From an optimization exercise on the open Yosys and OpenROAD flow, aimed at small area and a short achievable clock period; shortcuts taken in it are not production practice.
Power is estimated from default activity; no workload was simulated.

==> job 7624 <==
==> flow/design.v <==
module gems_quantizer (
    input  wire        clk,
    input  wire        rst,
    input  wire        in_valid,
    input  wire [13:0] fm_raw,
    input  wire [9:0]  psg_div,
    input  wire [6:0]  note_in,
    output reg         out_valid,
    output reg  [6:0]  fm_note,
    output reg  [6:0]  psg_note,
    output reg  [13:0] fm_freq
);
    reg        s1_valid;
    reg [13:0] s1_raw;
    reg [9:0]  s1_div;
    reg [6:0]  s1_note;
    always @(posedge clk) begin
        if (rst)
            s1_valid <= 1'b0;
        else
            s1_valid <= in_valid;
        s1_raw  <= fm_raw;
        s1_div  <= psg_div;
        s1_note <= note_in;
    end
    reg [3:0]  fm_z;
    reg [10:0] fm_h;
    reg        fm_zero;
    reg        fm_up;
    reg [3:0]  fm_semi;
    reg signed [5:0] fm_oct;
    reg [6:0]  fm_note_c;
    always @* begin
        fm_zero = (s1_raw[10:0] == 11'd0);
        casez (s1_raw[10:0])
            11'b1??????????: fm_z = 4'd0;
            11'b01?????????: fm_z = 4'd1;
            11'b001????????: fm_z = 4'd2;
            11'b0001???????: fm_z = 4'd3;
            11'b00001??????: fm_z = 4'd4;
            11'b000001?????: fm_z = 4'd5;
            11'b0000001????: fm_z = 4'd6;
            11'b00000001???: fm_z = 4'd7;
            11'b000000001??: fm_z = 4'd8;
            11'b0000000001?: fm_z = 4'd9;
            default:         fm_z = 4'd10;
        endcase
        fm_h  = s1_raw[10:0] << fm_z;
        fm_up = (fm_h >= 11'd1251);
        if      (fm_h < 11'd1053) fm_semi = 4'd8;
        else if (fm_h < 11'd1115) fm_semi = 4'd9;
        else if (fm_h < 11'd1181) fm_semi = 4'd10;
        else if (fm_h < 11'd1251) fm_semi = 4'd11;
        else if (fm_h < 11'd1326) fm_semi = 4'd0;
        else if (fm_h < 11'd1405) fm_semi = 4'd1;
        else if (fm_h < 11'd1489) fm_semi = 4'd2;
        else if (fm_h < 11'd1577) fm_semi = 4'd3;
        else if (fm_h < 11'd1670) fm_semi = 4'd4;
        else if (fm_h < 11'd1769) fm_semi = 4'd5;
        else if (fm_h < 11'd1875) fm_semi = 4'd6;
        else if (fm_h < 11'd1987) fm_semi = 4'd7;
        else                      fm_semi = 4'd8;
        fm_oct = $signed({3'd0, s1_raw[13:11]}) - $signed({2'd0, fm_z})
                 + $signed({5'd0, fm_up});
        if (fm_zero || fm_oct < 0)
            fm_note_c = 7'd0;
        else if (fm_oct > 7)
            fm_note_c = 7'd95;
        else
            fm_note_c = {fm_oct[2:0], 2'b00} + {1'b0, fm_oct[2:0], 3'b000}
                        + {3'd0, fm_semi};
    end
    reg [3:0]  ff_semi;
    reg [2:0]  ff_oct;
    reg [10:0] ff_fnum;
    always @* begin
        ff_oct  = s1_note / 7'd12;
        ff_semi = s1_note % 7'd12;
        case (ff_semi)
            4'd0:  ff_fnum = 11'd644;
            4'd1:  ff_fnum = 11'd682;
            4'd2:  ff_fnum = 11'd723;
            4'd3:  ff_fnum = 11'd766;
            4'd4:  ff_fnum = 11'd811;
            4'd5:  ff_fnum = 11'd859;
            4'd6:  ff_fnum = 11'd910;
            4'd7:  ff_fnum = 11'd965;
            4'd8:  ff_fnum = 11'd1022;
            4'd9:  ff_fnum = 11'd1083;
            4'd10: ff_fnum = 11'd1147;
            default: ff_fnum = 11'd1215;
        endcase
    end
    function [5:0] psg_k;
        input [9:0] d;
        begin
            if      (d >= 10'd989)  psg_k = 6'd1;
            else if (d >= 10'd933)  psg_k = 6'd2;
            else if (d >= 10'd881)  psg_k = 6'd3;
            else if (d >= 10'd831)  psg_k = 6'd4;
            else if (d >= 10'd785)  psg_k = 6'd5;
            else if (d >= 10'd741)  psg_k = 6'd6;
            else if (d >= 10'd699)  psg_k = 6'd7;
            else if (d >= 10'd660)  psg_k = 6'd8;
            else if (d >= 10'd623)  psg_k = 6'd9;
            else if (d >= 10'd588)  psg_k = 6'd10;
            else if (d >= 10'd555)  psg_k = 6'd11;
            else if (d >= 10'd524)  psg_k = 6'd12;
            else if (d >= 10'd494)  psg_k = 6'd13;
            else if (d >= 10'd467)  psg_k = 6'd14;
            else if (d >= 10'd441)  psg_k = 6'd15;
            else if (d >= 10'd416)  psg_k = 6'd16;
            else if (d >= 10'd393)  psg_k = 6'd17;
            else if (d >= 10'd371)  psg_k = 6'd18;
            else if (d >= 10'd350)  psg_k = 6'd19;
            else if (d >= 10'd330)  psg_k = 6'd20;
            else if (d >= 10'd311)  psg_k = 6'd21;
            else if (d >= 10'd294)  psg_k = 6'd22;
            else if (d >= 10'd277)  psg_k = 6'd23;
            else if (d >= 10'd262)  psg_k = 6'd24;
            else if (d >= 10'd247)  psg_k = 6'd25;
            else if (d >= 10'd233)  psg_k = 6'd26;
            else if (d >= 10'd220)  psg_k = 6'd27;
            else if (d >= 10'd208)  psg_k = 6'd28;
            else if (d >= 10'd196)  psg_k = 6'd29;
            else if (d >= 10'd185)  psg_k = 6'd30;
            else if (d >= 10'd175)  psg_k = 6'd31;
            else if (d >= 10'd165)  psg_k = 6'd32;
            else if (d >= 10'd156)  psg_k = 6'd33;
            else if (d >= 10'd147)  psg_k = 6'd34;
            else if (d >= 10'd139)  psg_k = 6'd35;
            else if (d >= 10'd131)  psg_k = 6'd36;
            else if (d >= 10'd124)  psg_k = 6'd37;
            else if (d >= 10'd117)  psg_k = 6'd38;
            else if (d >= 10'd110)  psg_k = 6'd39;
            else if (d >= 10'd104)  psg_k = 6'd40;
            else if (d >= 10'd98)   psg_k = 6'd41;
            else if (d >= 10'd93)   psg_k = 6'd42;
            else if (d >= 10'd88)   psg_k = 6'd43;
            else if (d >= 10'd83)   psg_k = 6'd44;
            else if (d >= 10'd78)   psg_k = 6'd45;
            else if (d >= 10'd74)   psg_k = 6'd46;
            else if (d >= 10'd69)   psg_k = 6'd47;
            else if (d >= 10'd66)   psg_k = 6'd48;
            else if (d >= 10'd62)   psg_k = 6'd49;
            else if (d >= 10'd59)   psg_k = 6'd50;
            else if (d >= 10'd55)   psg_k = 6'd51;
            else if (d >= 10'd52)   psg_k = 6'd52;
            else if (d >= 10'd49)   psg_k = 6'd53;
            else if (d >= 10'd47)   psg_k = 6'd54;
            else if (d >= 10'd44)   psg_k = 6'd55;
            else if (d >= 10'd41)   psg_k = 6'd56;
            else if (d >= 10'd39)   psg_k = 6'd57;
            else if (d >= 10'd37)   psg_k = 6'd58;
            else if (d >= 10'd35)   psg_k = 6'd59;
            else if (d >= 10'd33)   psg_k = 6'd60;
            else if (d >= 10'd31)   psg_k = 6'd61;
            else if (d >= 10'd29)   psg_k = 6'd62;
            else                    psg_k = 6'd63;
        end
    endfunction
    wire [5:0] ps_k = psg_k(s1_div);
    always @(posedge clk) begin
        if (rst)
            out_valid <= 1'b0;
        else
            out_valid <= s1_valid;
        fm_note  <= fm_note_c;
        psg_note <= {ps_k[5], ~ps_k[5], ps_k[4:0]};
        fm_freq  <= {ff_oct, ff_fnum};
    end
endmodule
==> flow/run.sh <==
#!/bin/bash
# synth_recipe.tcl (not shown) runs the flow's synth.tcl, then flattens the netlist and writes it again
# the make line also repeats each setting of config.mk as NAME=value (left out here)
make -C /OpenROAD-flow-scripts/flow DESIGN_CONFIG=/design/flow/config.mk WORK_HOME=/design/flow/orfs CLKGATE_MAP_FILE= SYNTH_SCRIPT=/design/flow/synth_recipe.tcl finish
==> flow/config.mk <==
export PLATFORM = sky130hd
export DESIGN_NAME = gems_quantizer
export DESIGN_NICKNAME = gems_quantizer
export VERILOG_FILES = /design/flow/design.v
export SDC_FILE = /design/flow/constraint.sdc
export NUM_CORES = 4
export LEC_CHECK = 0
export CAP_MARGIN = 20
export CORE_MARGIN = 2
export CORE_UTILIZATION = 40
export SLEW_MARGIN = 20
==> flow/constraint.sdc <==
create_clock -name core_clock -period 25.0 [get_ports {clk}]
set_input_delay 5.0000 -clock core_clock [delete_from_list [all_inputs] [get_ports {clk}]]
set_output_delay 5.0000 -clock core_clock [all_outputs]
set_load 0.01 [all_outputs]
==> job 3760 (differences from job 7624) <==
==> flow/flow/run.sh (new file) <==
#!/bin/bash
# Standard ORFS layout (the standard.sh) with two changes to how the
# layout is made: the port buffers use a small plain buffer instead of the
# delay buffer the resizer picks by default, and CTS inserts no dummy loads.
set -euo pipefail
export BUFFER_PORTS_ARGS="-buffer_cell sky130_fd_sc_hd__buf_1"
export CTS_ARGS="-sink_clustering_enable -repair_clock_nets -dont_use_dummy_load"
bash standard.sh > standard_make.log 2>&1
==> flow/standard.sh (new file) <==
#!/bin/bash
# synth_recipe.tcl (not shown) runs the flow's synth.tcl, then flattens the netlist and writes it again
# the make line also repeats each setting of config.mk as NAME=value (left out here)
make -C /OpenROAD-flow-scripts/flow DESIGN_CONFIG=/design/flow/config.mk WORK_HOME=/design/flow/orfs CLKGATE_MAP_FILE= SYNTH_SCRIPT=/design/flow/synth_recipe.tcl "${@:-finish}"
Settings changed: ABC_AREA set to 1, CORE_UTILIZATION 40 to 60.
removed: flow/run.sh
==> comparison <==
Job 3760 ran to the end with no violations. Job 7624 passed the timing, design-rule and antenna checks.
Against job 3760, the setup slack of job 7624 is worse by 0.41 ns.
In clock-buffer cell count, job 7624 and job 3760 do not differ.
Against job 3760, the combinational power of job 7624 is higher by about 7%.
Of job 3760 and job 7624, job 7624 has the higher clock power (gap about 21%, measured against job 7624).
Function was not checked in any run of this note: the RTL went through the layout flow alone.

==> afterwards: timing with drivers on the ports <==
Ports are ideal in the flow. The routed layouts listed here were re-timed in OpenROAD. Step 1 assumes that a clkbuf_16 drives the clock port and a buf_2 every other input. Step 2 moves the port delays by t, midway between the first and last clock arrival at a register: inputs arrive t later, outputs are due t later. That takes back most of the time a late clock gives input paths. Three values: no drivers, after step 1, after step 2; two values: the first two.
run | shift t [ns] | slack for setup (ns) | slew at the worst register clock pin (ns)
job 7624 | 0.394 | 18.771 / 18.737 / 19.130 | 0.08 / 0.08
job 3760 | 0.364 | 19.176 / 19.144 / 19.509 | 0.07 / 0.07
After both steps setup and hold are still met in every run listed.
